Source: an optimization exercise on an open RTL-to-GDS flow (aim: small area, a short achievable clock period and few clock cycles per item). Production flows keep margins and buffers that such runs may drop. The RTL was checked by simulation tests, not by an equivalence proof against the original design. Power and IR drop assume default switching activity.

// pvga_draw
module pvga_draw (
    input  wire        clk,
    input  wire        rst,           
    input  wire        cmd_we,        
    input  wire [31:0] cmd_a,
    input  wire [31:0] cmd_b,
    input  wire [31:0] fb_base,
    input  wire [2:0]  err_clr,       
    output reg         busy,
    output reg         err_busy,
    output reg         err_op,
    output reg         err_coord,
    output reg         mem_req,
    output reg         mem_we,
    output wire [31:0] mem_addr,
    output wire [31:0] mem_wdata,
    input  wire        mem_gnt,
    input  wire        mem_rvalid,
    input  wire [31:0] mem_rdata
);
    wire [3:0]         a_op = cmd_a[31:28];
    wire signed [11:0] a_xa = cmd_a[11:0];
    wire signed [11:0] a_ya = cmd_a[23:12];
    wire signed [11:0] a_yb = cmd_b[23:12];
    wire a_is_draw = (a_op >= 4'd1) && (a_op <= 4'd4);
    wire a_is_rsvd = (a_op >= 4'h7);
    wire a_x_ok  = (a_xa >= 0) && (a_xa < 640);
    wire a_ya_ok = (a_ya >= 0) && (a_ya < 480);
    wire a_yb_ok = (a_yb >= 0) && (a_yb < 480);
    wire a_coord_ok = (a_op == 4'd1) ? (a_x_ok && a_ya_ok) :
                      (a_op == 4'd4) ? (a_x_ok && a_ya_ok && a_yb_ok) : 1'b1;
    wire accept = cmd_we && a_is_draw && !busy && a_coord_ok;
    function [9:0] clamp_x(input [11:0] v);
        if (v[11])                  clamp_x = 10'd0;
        else if (v[10:0] > 11'd639) clamp_x = 10'd639;
        else                        clamp_x = v[9:0];
    endfunction
    function [8:0] clamp_y(input [11:0] v);
        if (v[11])                  clamp_y = 9'd0;
        else if (v[10:0] > 11'd479) clamp_y = 9'd479;
        else                        clamp_y = v[8:0];
    endfunction
    reg        p_s1, p_h, p_s2, p_h2;    
    reg        p_a;           
    reg        p_b;           
  ...
Settings: LEC_CHECK=0, ABC_AREA=1, CAP_MARGIN=20, CORE_AREA=2 2 166.08 166.08, CTS_BUF_LIST=sky130_fd_sc_hd__clkbuf_4 sky130_fd_sc_hd__clkbuf_8, DIE_AREA=0 0 168.08 168.08, SLEW_MARGIN=20; clock period 12.0 ns.
standard.sh (not shown) runs the stock make flow with config.mk's settings and CLKGATE_MAP_FILE= SYNTH_SCRIPT=/design/flow/synth_recipe.tcl, a recipe that flattens the netlist after the stock synthesis.
==> flow/flow/run.sh <==
#!/bin/bash
set -euo pipefail
export SETUP_SLACK_MARGIN=7.8
export TNS_END_PERCENT=100
export BUFFER_PORTS_ARGS="-buffer_cell sky130_fd_sc_hd__buf_1"
bash standard.sh > standard_flow.log 2>&1
Testbench counts at the start, summed over its fixed seeds: cycles 62,783, items 2,000.
Then changed:
--- a/flow/design.v
+++ b/flow/design.v
@@ -47,13 +47,12 @@
     reg        p_m;           
     reg        t_hl, t_vl, t_fill;    
     reg        t_nhl;         
     reg        more;          
     reg [2:0]  col;
     reg [9:0]  rx1, rx2;      
-    reg [8:0]  ry1;           
     reg [8:0]  ry2;           
     reg        multi;         
     reg        wrap;          
     reg        at0;           
     reg        wv;            
     reg        nxd;           
@@ -76,12 +75,13 @@
     wire [6:0] tt = {dtv, rx1[1:0]};
     wire [3:0] dt = tt / 10;
     wire [3:0] mt = tt % 10;
     wire [5:0] qd = {1'b0, da, 1'b0} + {da, 2'b0} + {2'b0, dt};
     wire [3:0] rd = mt;
     wire [5:0] q1s2 = t_hl ? rx2[9:4] : rx1[9:4];    
+    wire [8:0] ry1   = wbuf[8:0];
     wire [9:0] dy    = {1'b0, ry2} - {1'b0, ry1};
     wire       yswap = t_vl && dy[9];
     wire [8:0] ydiff = dy[9] ? (~dy[8:0] + 9'd1) : dy[8:0];
     wire [8:0] y1    = yswap ? ry2 : ry1;
     wire       y1z   = (ry1 == 9'd0) || (t_vl && ry2 == 9'd0);
     wire       xa_lt10 = (rx1 < 10'd10);
@@ -202,13 +202,15 @@
                 end
             end
         end
     end
     wire wb_fill = p_s2 || (p_c && !more && cnt_nz && wv);
     always @(posedge clk)
-        if (p_s2 || cap || (wr_go && c_to_m))
+        if (!busy)
+            wbuf[8:0] <= clamp_y(cmd_a[23:12]);
+        else if (p_s2 || cap || (wr_go && c_to_m))
             wbuf <= wb_fill ? fillw : merged;
     always @(posedge clk) begin
         if (p_s2 && t_hl) begin
             f_nz  <= 1'b0;
             f_ge2 <= 1'b0;
             f_one <= 1'b0;
@@ -222,13 +224,12 @@
             f_one <= (cnt == 15'd2);
         end
     end
     always @(posedge clk) begin
         if (!busy) begin
             rx1    <= clamp_x(cmd_a[11:0]);
-            ry1    <= clamp_y(cmd_a[23:12]);
             rx2    <= clamp_x(cmd_b[11:0]);
             ry2    <= cmd_b[20:12];
             col    <= cmd_a[27:25];
             t_hl   <= (cmd_a[31:28] == 4'd3);
             t_nhl  <= (cmd_a[31:28] != 4'd3);
             t_vl   <= (cmd_a[31:28] == 4'd4);
Outcome: Worst setup slack gets worse by 0.018 ns. Via count is higher by a few percent. Routed wire length grows by a little under a tenth. Sequential share of layout area fell by 2.3 points. Final cell count drops slightly.
Testbench counts after the change, summed over its fixed seeds: cycles 62,783, items 2,000.

* * *

== run G ==
Another version of the RTL of pvga_draw (not shown whole).
Size: roughly 1400 cells after synthesis, ~150 flip-flops, about 210 I/O pins, ~11000 um2 of cells after synthesis.
Design pvga_draw, start of the top module:
module pvga_draw (
    input  wire        clk,
    input  wire        rst,           
    input  wire        cmd_we,        
    input  wire [31:0] cmd_a,
    input  wire [31:0] cmd_b,
    input  wire [31:0] fb_base,
    input  wire [2:0]  err_clr,       
    output reg         busy,
    output reg         err_busy,
    output reg         err_op,
    output reg         err_coord,
    output reg         mem_req,
    output reg         mem_we,
    output wire [31:0] mem_addr,
    output wire [31:0] mem_wdata,
    input  wire        mem_gnt,
    input  wire        mem_rvalid,
    input  wire [31:0] mem_rdata
);
    wire [3:0]         a_op = cmd_a[31:28];
    wire signed [11:0] a_xa = cmd_a[11:0];
    wire signed [11:0] a_ya = cmd_a[23:12];
    wire signed [11:0] a_yb = cmd_b[23:12];
    wire a_is_draw = (a_op >= 4'd1) && (a_op <= 4'd4);
    wire a_is_rsvd = (a_op >= 4'h7);
    wire a_x_ok  = (a_xa >= 0) && (a_xa < 640);
    wire a_ya_ok = (a_ya >= 0) && (a_ya < 480);
    wire a_yb_ok = (a_yb >= 0) && (a_yb < 480);
    wire a_coord_ok = (a_op == 4'd1) ? (a_x_ok && a_ya_ok) :
                      (a_op == 4'd4) ? (a_x_ok && a_ya_ok && a_yb_ok) : 1'b1;
    wire accept = cmd_we && a_is_draw && !busy && a_coord_ok;
    function [9:0] clamp_x(input [11:0] v);
        if (v[11])                  clamp_x = 10'd0;
        else if (v[10:0] > 11'd639) clamp_x = 10'd639;
        else                        clamp_x = v[9:0];
    endfunction
    function [8:0] clamp_y(input [11:0] v);
        if (v[11])                  clamp_y = 9'd0;
        else if (v[10:0] > 11'd479) clamp_y = 9'd479;
        else                        clamp_y = v[8:0];
    endfunction
    reg        p_s1, p_h, p_s2, p_h2;    
    reg        p_a;           
  ...
clock: 12.0 ns
lec_check: 0
abc_area: 1
cap_margin: 20
core_area: 2 2 166.08 166.08
cts_buf_list: sky130_fd_sc_hd__clkbuf_4 sky130_fd_sc_hd__clkbuf_8
die_area: 0 0 168.08 168.08
slew_margin: 20
==> flow/flow/run.sh <==
#!/bin/bash
set -euo pipefail
export SETUP_SLACK_MARGIN=7.5
export TNS_END_PERCENT=100
export BUFFER_PORTS_ARGS="-buffer_cell sky130_fd_sc_hd__buf_1"
bash standard.sh > standard_flow.log 2>&1
Testbench counts of run G, summed over its fixed seeds: cycles 62,783, items 2,000.
Input-level comparison between run P and run G:
--- a/flow/design.v
+++ b/flow/design.v
@@ -63,29 +63,24 @@
     reg        cf;
     reg [31:0] wbuf;
     assign mem_addr  = {cf ? ahi1 : ahi, alo, 2'b00};
     assign mem_wdata = wbuf;
     wire [14:0] cnt = {t_fill ? rx1[5:0] : 6'd0, ry2};
     wire [5:0]  sm1 = ry2[5:0] | {6{t_nhl}};
     wire [5:0]  q1 = rx1[9:4];
     wire [3:0]  r1 = rx1[3:0];
     wire [5:0]  q2 = rx2[9:4];
     wire [3:0]  r2 = rx2[3:0];
     wire       swap  = rx2 < rx1;
-    wire [3:0] da = rx1[9:6];
-    wire [4:0] dtv = {1'b0, rx1[5:2]} + {1'b0, da};           
-    wire [6:0] tt = {dtv, rx1[1:0]};
-    wire [3:0] dt = tt / 10;
-    wire [3:0] mt = tt % 10;
-    wire [5:0] qd = {1'b0, da, 1'b0} + {da, 2'b0} + {2'b0, dt};
-    wire [3:0] rd = mt;
+    wire [5:0] qd = rx1 / 10;
+    wire [3:0] rd = rx1 % 10;
     wire [5:0] q1s2 = t_hl ? rx2[9:4] : rx1[9:4];    
     wire [9:0] dy    = {1'b0, ry2} - {1'b0, ry1};
     wire       yswap = t_vl && dy[9];
     wire [8:0] ydiff = dy[9] ? (~dy[8:0] + 9'd1) : dy[8:0];
     wire [8:0] y1    = yswap ? ry2 : ry1;
     wire       y1z   = (ry1 == 9'd0) || (t_vl && ry2 == 9'd0);
     wire       xa_lt10 = (rx1 < 10'd10);
     wire       xb_lt10 = (rx2 < 10'd10);
     wire       s1_wrap = y1z && (xa_lt10 || (t_hl && xb_lt10));
     wire [5:0] hspan_m1 = q2 + ~q1;              
     wire       h2_multi = (q1 != q2);                
==> summary.txt <==
Both conditions hold for run P: the flow ran to the end and the final layout passed the timing, design-rule and antenna checks. In the metrics for run P and run G, the one carrying the lower combinational power is run G. Run G and run P ended up with roughly the same hold slack. Run P vs. run G: part of the total power dissipated in combinational logic went up by 16 points. [run P vs run G] final area: higher in run P. Going from run G to run P, share of the clock period used by the worst path grows by 2.1 points. [run P] non-clock buffer count in the final layout rose 43 relative to run G. When run P is set beside run G, its sequential fraction of design power turns out to be 9.1 points smaller. Compared with run G, run P is the more power-hungry design. On final worst slack: run P sits below run G.
Testbench counts of run P, summed over its fixed seeds: cycles 62,783, items 2,000.

* * *

zinc:
The RTL this note starts from:
==> flow/design.v <==
module pvga_draw (
    input  wire        clk,
    input  wire        rst,           
    input  wire        cmd_we,        
    input  wire [31:0] cmd_a,
    input  wire [31:0] cmd_b,
    input  wire [31:0] fb_base,
    input  wire [2:0]  err_clr,       
    output reg         busy,
    output reg         err_busy,
    output reg         err_op,
    output reg         err_coord,
    output reg         mem_req,
    output reg         mem_we,
    output wire [31:0] mem_addr,
    output wire [31:0] mem_wdata,
    input  wire        mem_gnt,
    input  wire        mem_rvalid,
    input  wire [31:0] mem_rdata
);
    wire [3:0]         a_op = cmd_a[31:28];
    wire signed [11:0] a_xa = cmd_a[11:0];
    wire signed [11:0] a_ya = cmd_a[23:12];
    wire signed [11:0] a_yb = cmd_b[23:12];
    wire a_is_draw = (a_op >= 4'd1) && (a_op <= 4'd4);
    wire a_is_rsvd = (a_op >= 4'h7);
    wire a_x_ok  = (a_xa >= 0) && (a_xa < 640);
    wire a_ya_ok = (a_ya >= 0) && (a_ya < 480);
    wire a_yb_ok = (a_yb >= 0) && (a_yb < 480);
    wire a_coord_ok = (a_op == 4'd1) ? (a_x_ok && a_ya_ok) :
                      (a_op == 4'd4) ? (a_x_ok && a_ya_ok && a_yb_ok) : 1'b1;
    wire accept = cmd_we && a_is_draw && !busy && a_coord_ok;
    function [9:0] clamp_x(input [11:0] v);
        if (v[11])                  clamp_x = 10'd0;
        else if (v[10:0] > 11'd639) clamp_x = 10'd639;
        else                        clamp_x = v[9:0];
    endfunction
    function [8:0] clamp_y(input [11:0] v);
        if (v[11])                  clamp_y = 9'd0;
        else if (v[10:0] > 11'd479) clamp_y = 9'd479;
        else                        clamp_y = v[8:0];
    endfunction
    reg        p_s1, p_h, p_s2, p_h2;    
    reg        p_a;           
    reg        p_b;           
    reg        p_c;           
    reg        p_m;           
    reg        t_hl, t_vl, t_fill;    
    reg        t_nhl;         
    reg        more;          
    reg [2:0]  col;
    reg [9:0]  rx1, rx2;      
    reg [8:0]  ry1;           
    reg [8:0]  ry2;           
    reg        multi;         
    reg        wrap;          
    reg        at0;           
    reg        wv;            
    reg        nxd;           
    reg        f_nz, f_ge2, f_one;    
    reg [14:0] alo;
    reg [14:0] ahi, ahi1;     
    reg        cf;
    reg [31:0] wbuf;
    assign mem_addr  = {cf ? ahi1 : ahi, alo, 2'b00};
    assign mem_wdata = wbuf;
    wire [14:0] cnt = {t_fill ? rx1[5:0] : 6'd0, ry2};
    wire [5:0]  sm1 = ry2[5:0] | {6{t_nhl}};
    wire [5:0]  q1 = rx1[9:4];
    wire [3:0]  r1 = rx1[3:0];
    wire [5:0]  q2 = rx2[9:4];
    wire [3:0]  r2 = rx2[3:0];
    wire       swap  = rx2 < rx1;
    wire [3:0] da = rx1[9:6];
    wire [4:0] dtv = {1'b0, rx1[5:2]} + {1'b0, da};           
    wire [6:0] tt = {dtv, rx1[1:0]};
    wire [3:0] dt = tt / 10;
    wire [3:0] mt = tt % 10;
    wire [5:0] qd = {1'b0, da, 1'b0} + {da, 2'b0} + {2'b0, dt};
    wire [3:0] rd = mt;
    wire [5:0] q1s2 = t_hl ? rx2[9:4] : rx1[9:4];    
    wire [9:0] dy    = {1'b0, ry2} - {1'b0, ry1};
    wire       yswap = t_vl && dy[9];
    wire [8:0] ydiff = dy[9] ? (~dy[8:0] + 9'd1) : dy[8:0];
    wire [8:0] y1    = yswap ? ry2 : ry1;
    wire       y1z   = (ry1 == 9'd0) || (t_vl && ry2 == 9'd0);
    wire       xa_lt10 = (rx1 < 10'd10);
    wire       xb_lt10 = (rx2 < 10'd10);
    wire       s1_wrap = y1z && (xa_lt10 || (t_hl && xb_lt10));
    wire [5:0] hspan_m1 = q2 + ~q1;              
    wire       h2_multi = (q1 != q2);                
    wire [5:0] q1m1 = q1s2 - 6'd1;
    wire       row0 = at0 && !wv;
    wire       mfull = p_s2 || p_c;              
    wire [3:0] m_lo = (multi && !row0) ? 4'd0 : r1;
    wire [3:0] m_hi = (multi && row0)  ? 4'd9 : r2;
    reg  [31:0] merged;
    reg  [31:0] fillw;
    integer s;
    always @(*) begin
        merged = mem_rdata;
        for (s = 0; s < 10; s = s + 1)
            if ((s[3:0] >= m_lo) && (s[3:0] <= m_hi))
                merged[3*s +: 3] = col;
        fillw = {2'b00, {10{col}}};
    end
    wire go     = mem_req && mem_gnt;
    wire wr_go  = p_c && go;
    wire cap    = mem_rvalid && (!wv || wr_go);
    wire drop   = mem_rvalid && wv && !wr_go;
    wire cnt_nz  = f_nz;
    wire cnt_ge2 = f_ge2;
    wire cnt_one = f_one;
    wire cnt_dec = go && ((p_c && !t_hl) || p_m);
    wire a_to_b  = p_a && more;
    wire a_to_c  = p_a && !more;
    wire c_done  = p_c && !more && !cnt_nz;
    wire c_to_m  = p_c && !more && cnt_nz;
    wire c_to_a  = p_c && more && nxd;
    wire c_to_b  = p_c && more && !nxd && cnt_ge2;      
    wire c_to_c  = p_c && more && !nxd && !cnt_ge2;
    wire m_done  = p_m && cnt_one;
    wire done    = c_done || m_done;
    wire n_a = c_to_a;
    wire n_b = a_to_b || c_to_b;
    wire n_c = a_to_c || p_b || c_to_c;
    wire n_m = c_to_m || (p_m && !cnt_one);
    wire d_ps  = a_to_b || c_to_a || c_to_c;
    wire d_ms  = p_b;
    wire d_2s  = c_to_b;
    wire d_m1  = c_to_m || (p_m && !t_fill);
    wire d_p1  = p_m && t_fill;
    wire fix   = wrap && at0 && (d_ps || d_ms || d_2s);
    reg [15:0] delta;
    reg        cin;
    always @(*) begin
        cin   = 1'b0;
        delta = 16'd0;
        if (p_s1) begin
            if (t_fill)       delta = 16'd0;
            else if (s1_wrap) delta = 16'd30720;
            else              delta = {1'b0, y1, 6'd0};                   
        end else if (p_s2) begin
            delta = t_fill ? 16'd0 : {{10{q1s2 == 6'd0}}, q1m1};         
        end else begin
            if (d_ps)      begin delta = {10'd0, sm1};       cin = 1'b1; end
            else if (d_2s) begin delta = {9'd0, sm1, 1'b1};  cin = 1'b1; end
            else if (d_ms) delta = ~{10'd0, sm1};
            else if (d_m1) delta = 16'hFFFF;
            else if (d_p1) delta = 16'd1;
            if (fix) delta[15:11] = d_ms ? 5'b01110 : 5'b10001;         
        end
    end
    wire [15:0] lo_sum = {1'b0, alo} + {1'b0, delta[14:0]} + {15'd0, cin};
    wire        cf_nx  = delta[15] ? (cf && lo_sum[15]) : (cf || lo_sum[15]);
    wire run = p_a || p_b || p_c || p_m;
    always @(posedge clk) begin
        if (rst) begin
            busy      <= 1'b0;
            err_busy  <= 1'b0;
            err_op    <= 1'b0;
            err_coord <= 1'b0;
            mem_req   <= 1'b0;
            mem_we    <= 1'b0;
            p_s1 <= 1'b0; p_h <= 1'b0; p_s2 <= 1'b0; p_h2 <= 1'b0;
            p_a  <= 1'b0; p_b  <= 1'b0; p_c <= 1'b0; p_m <= 1'b0;
        end else begin
            if (err_clr[0]) err_busy  <= 1'b0;
            if (err_clr[1]) err_op    <= 1'b0;
            if (err_clr[2]) err_coord <= 1'b0;
            if (cmd_we) begin
                if (a_is_rsvd) err_op <= 1'b1;
                else if (a_is_draw) begin
                    if (busy) err_busy <= 1'b1;
                    else if (!a_coord_ok) err_coord <= 1'b1;
                end
            end
            if (accept) busy <= 1'b1;
            p_s1 <= accept;
            p_h  <= p_s1 && t_hl;
            p_s2 <= (p_s1 && !t_hl) || p_h;
            p_h2 <= p_s2 && t_hl;
            if ((p_s2 && !t_hl) || p_h2) begin
                mem_req <= 1'b1;
                mem_we  <= t_fill;
                p_m     <= t_fill;
                p_a     <= !t_fill;
            end
            if (run) begin
                if (go) begin
                    p_a <= n_a; p_b <= n_b; p_c <= n_c; p_m <= n_m;
                    if (done) begin
                        busy    <= 1'b0;
                        mem_req <= 1'b0;
                        mem_we  <= 1'b0;
                    end else begin
                        mem_we  <= n_c || n_m;
                        mem_req <= !n_c || cap || (wv && !wr_go);
                    end
                end else if (p_c) begin
                    mem_req <= cap || wv;
                end
            end
        end
    end
    wire wb_fill = p_s2 || (p_c && !more && cnt_nz && wv);
    always @(posedge clk)
        if (p_s2 || cap || (wr_go && c_to_m))
            wbuf <= wb_fill ? fillw : merged;
    always @(posedge clk) begin
        if (p_s2 && t_hl) begin
            f_nz  <= 1'b0;
            f_ge2 <= 1'b0;
            f_one <= 1'b0;
        end else if (p_s2 || (p_b && t_hl)) begin
            f_nz  <= (cnt != 15'd0);
            f_ge2 <= !t_hl && (cnt[14:1] != 14'd0);
            f_one <= (cnt == 15'd1);
        end else if (cnt_dec) begin
            f_nz  <= (cnt[14:1] != 14'd0);
            f_ge2 <= (cnt > 15'd2);
            f_one <= (cnt == 15'd2);
        end
    end
    always @(posedge clk) begin
        if (!busy) begin
            rx1    <= clamp_x(cmd_a[11:0]);
            ry1    <= clamp_y(cmd_a[23:12]);
            rx2    <= clamp_x(cmd_b[11:0]);
            ry2    <= cmd_b[20:12];
            col    <= cmd_a[27:25];
            t_hl   <= (cmd_a[31:28] == 4'd3);
            t_nhl  <= (cmd_a[31:28] != 4'd3);
            t_vl   <= (cmd_a[31:28] == 4'd4);
            t_fill <= (cmd_a[31:28] == 4'd2);
            alo    <= fb_base[16:2];
            ahi    <= fb_base[31:17];
            cf     <= 1'b0;
        end else begin
            if (p_s1 || p_s2 || go) begin
                alo <= lo_sum[14:0];
                cf  <= cf_nx;
            end
        end
        if (p_s1) ahi1 <= ahi + 15'd1;
        if (p_s1) begin
            if (t_hl) begin
                rx1 <= swap ? rx2 : rx1;
                rx2 <= swap ? rx1 : rx2;
            end else begin
                rx1 <= {qd, rd};
                rx2 <= {qd, rd};
            end
            ry2  <= t_vl ? ydiff : 9'd0;
            if (t_fill) rx1[5:0] <= 6'd60;       
            wrap <= !t_fill && s1_wrap;
        end
        if (p_h) begin
            rx1 <= rx2;
            rx2 <= {qd, rd};
        end
        if (p_h2) begin
            ry2   <= h2_multi ? {3'd0, hspan_m1} : 9'd0;
            multi <= h2_multi;
            more  <= h2_multi;
        end
        if (p_s2) begin
            if (t_hl) begin
                rx1 <= rx2;
                rx2 <= {qd, rd};
            end
            multi  <= 1'b0;
            more   <= !t_hl && (cnt != 15'd0);
            at0    <= 1'b1;
            wv     <= 1'b0;
            nxd    <= 1'b0;
        end else begin
            wv <= cap || (wv && !wr_go);
            if (wr_go && more) at0 <= 1'b0;
            if (wr_go) more <= t_nhl && cnt_ge2;
            if (drop) nxd <= 1'b1;
            if (go && n_a) nxd <= 1'b0;
            if (cnt_dec) begin
                ry2  <= ry2 - 9'd1;
                if (ry2 == 9'd0) rx1[5:0] <= rx1[5:0] - 6'd1;
            end
        end
    end
endmodule
export LEC_CHECK = 0
export ABC_AREA = 1
export CAP_MARGIN = 20
export CORE_AREA = 2 2 166.08 166.08
export CTS_BUF_LIST = sky130_fd_sc_hd__clkbuf_4 sky130_fd_sc_hd__clkbuf_8
export DIE_AREA = 0 0 168.08 168.08
export SLEW_MARGIN = 20
create_clock -name core_clock -period 12.0 [get_ports {clk}]
==> flow/flow/run.sh <==
#!/bin/bash
set -euo pipefail
export SETUP_SLACK_MARGIN=8.0
export TNS_END_PERCENT=100
export BUFFER_PORTS_ARGS="-buffer_cell sky130_fd_sc_hd__buf_1"
bash standard.sh > standard_flow.log 2>&1
The final layout from zinc, which completed every stage, passed the timing, design-rule and antenna checks at the end of the flow.
Testbench counts of zinc, summed over its fixed seeds: cycles 62,783, items 2,000.
For fjord, these inputs were changed with respect to zinc:
--- a/flow/design.v
+++ b/flow/design.v
@@ -51,5 +51,4 @@
     reg [2:0]  col;
     reg [9:0]  rx1, rx2;      
-    reg [8:0]  ry1;           
     reg [8:0]  ry2;           
     reg        multi;         
@@ -80,4 +79,5 @@
     wire [3:0] rd = mt;
     wire [5:0] q1s2 = t_hl ? rx2[9:4] : rx1[9:4];    
+    wire [8:0] ry1   = wbuf[8:0];
     wire [9:0] dy    = {1'b0, ry2} - {1'b0, ry1};
     wire       yswap = t_vl && dy[9];
@@ -206,5 +206,7 @@
     wire wb_fill = p_s2 || (p_c && !more && cnt_nz && wv);
     always @(posedge clk)
-        if (p_s2 || cap || (wr_go && c_to_m))
+        if (!busy)
+            wbuf[8:0] <= clamp_y(cmd_a[23:12]);
+        else if (p_s2 || cap || (wr_go && c_to_m))
             wbuf <= wb_fill ? fillw : merged;
     always @(posedge clk) begin
@@ -226,5 +228,4 @@
         if (!busy) begin
             rx1    <= clamp_x(cmd_a[11:0]);
-            ry1    <= clamp_y(cmd_a[23:12]);
             rx2    <= clamp_x(cmd_b[11:0]);
             ry2    <= cmd_b[20:12];
### Flow results
- Per the comparison of fjord with zinc, least setup slack across all paths after layout has decreased, total number of vias climbed about 1.1%, number of sinks driven by the clock tree dropped 9, setup fix buffers added after clock tree synthesis picked up an extra 5, post-detailed-placement half-perimeter wirelength now sits higher.
- Delta (fjord minus zinc): post-layout utilization of the core has decreased, routed wire length has increased, compound-gate portion of the synthesized area has increased.
- Looking at kind of critical path, the reg -> reg result is from fjord; the reg -> out one comes from zinc.
- Comparing sum of met3 wire segment lengths after detailed routing for zinc and fjord, the smaller number came from zinc.
- Power: fjord draws more than zinc
- zinc vs fjord, startpoint of the worst setup timing path: cf vs wbuf[8]
- Compared with zinc, in fjord clock period minus final worst setup slack now larger; setup slack after placement now smaller; sequential cell area now smaller.
Testbench counts of fjord, summed over its fixed seeds: cycles 62,783, items 2,000.

## what the ideal ports hide
Ports are ideal in the flow. The routed layouts listed here were re-timed in OpenROAD.
Step 1 sets driving cells, clkbuf_16 on the clock port and buf_2 on the other inputs (assumed; they add their load-dependent delay and slew).
Step 2 also shifts input and output timing later by t, the mid clock arrival at the registers, as if the neighbouring blocks saw the same clock.
Slacks: ideal ports / drivers / drivers and shift; pairs: ideal ports / drivers.
run	t, ns	setup WS [ns]	worst hold slack (ns)	worst setup path at the end	clock arrival spread, ns
the first run of note 1	0.497	7.918 / 7.876 / 7.572	0.481 / 0.481 / 0.481	input to register	0.026 / 0.026
the second run of note 1	0.509	7.900 / 7.879 / 7.370	0.470 / 0.470 / 0.470	input to register	0.019 / 0.018
run G	0.501	7.767 / 7.768 / 7.267	0.475 / 0.475 / 0.475	input to register	0.025 / 0.024
run P	0.502	7.515 / 7.515 / 7.341	0.477 / 0.477 / 0.477	input to register	0.018 / 0.018
zinc	0.504	8.058 / 8.013 / 7.700	0.473 / 0.473 / 0.473	input to register	0.023 / 0.023
fjord	0.504	8.033 / 8.033 / 7.650	0.473 / 0.473 / 0.473	input to register	0.020 / 0.019
After both steps setup and hold are still met in every run listed. The setup slack of the second run of note 1, which loses most, moves by -0.021 ns with the drivers and by -0.530 ns with both steps.
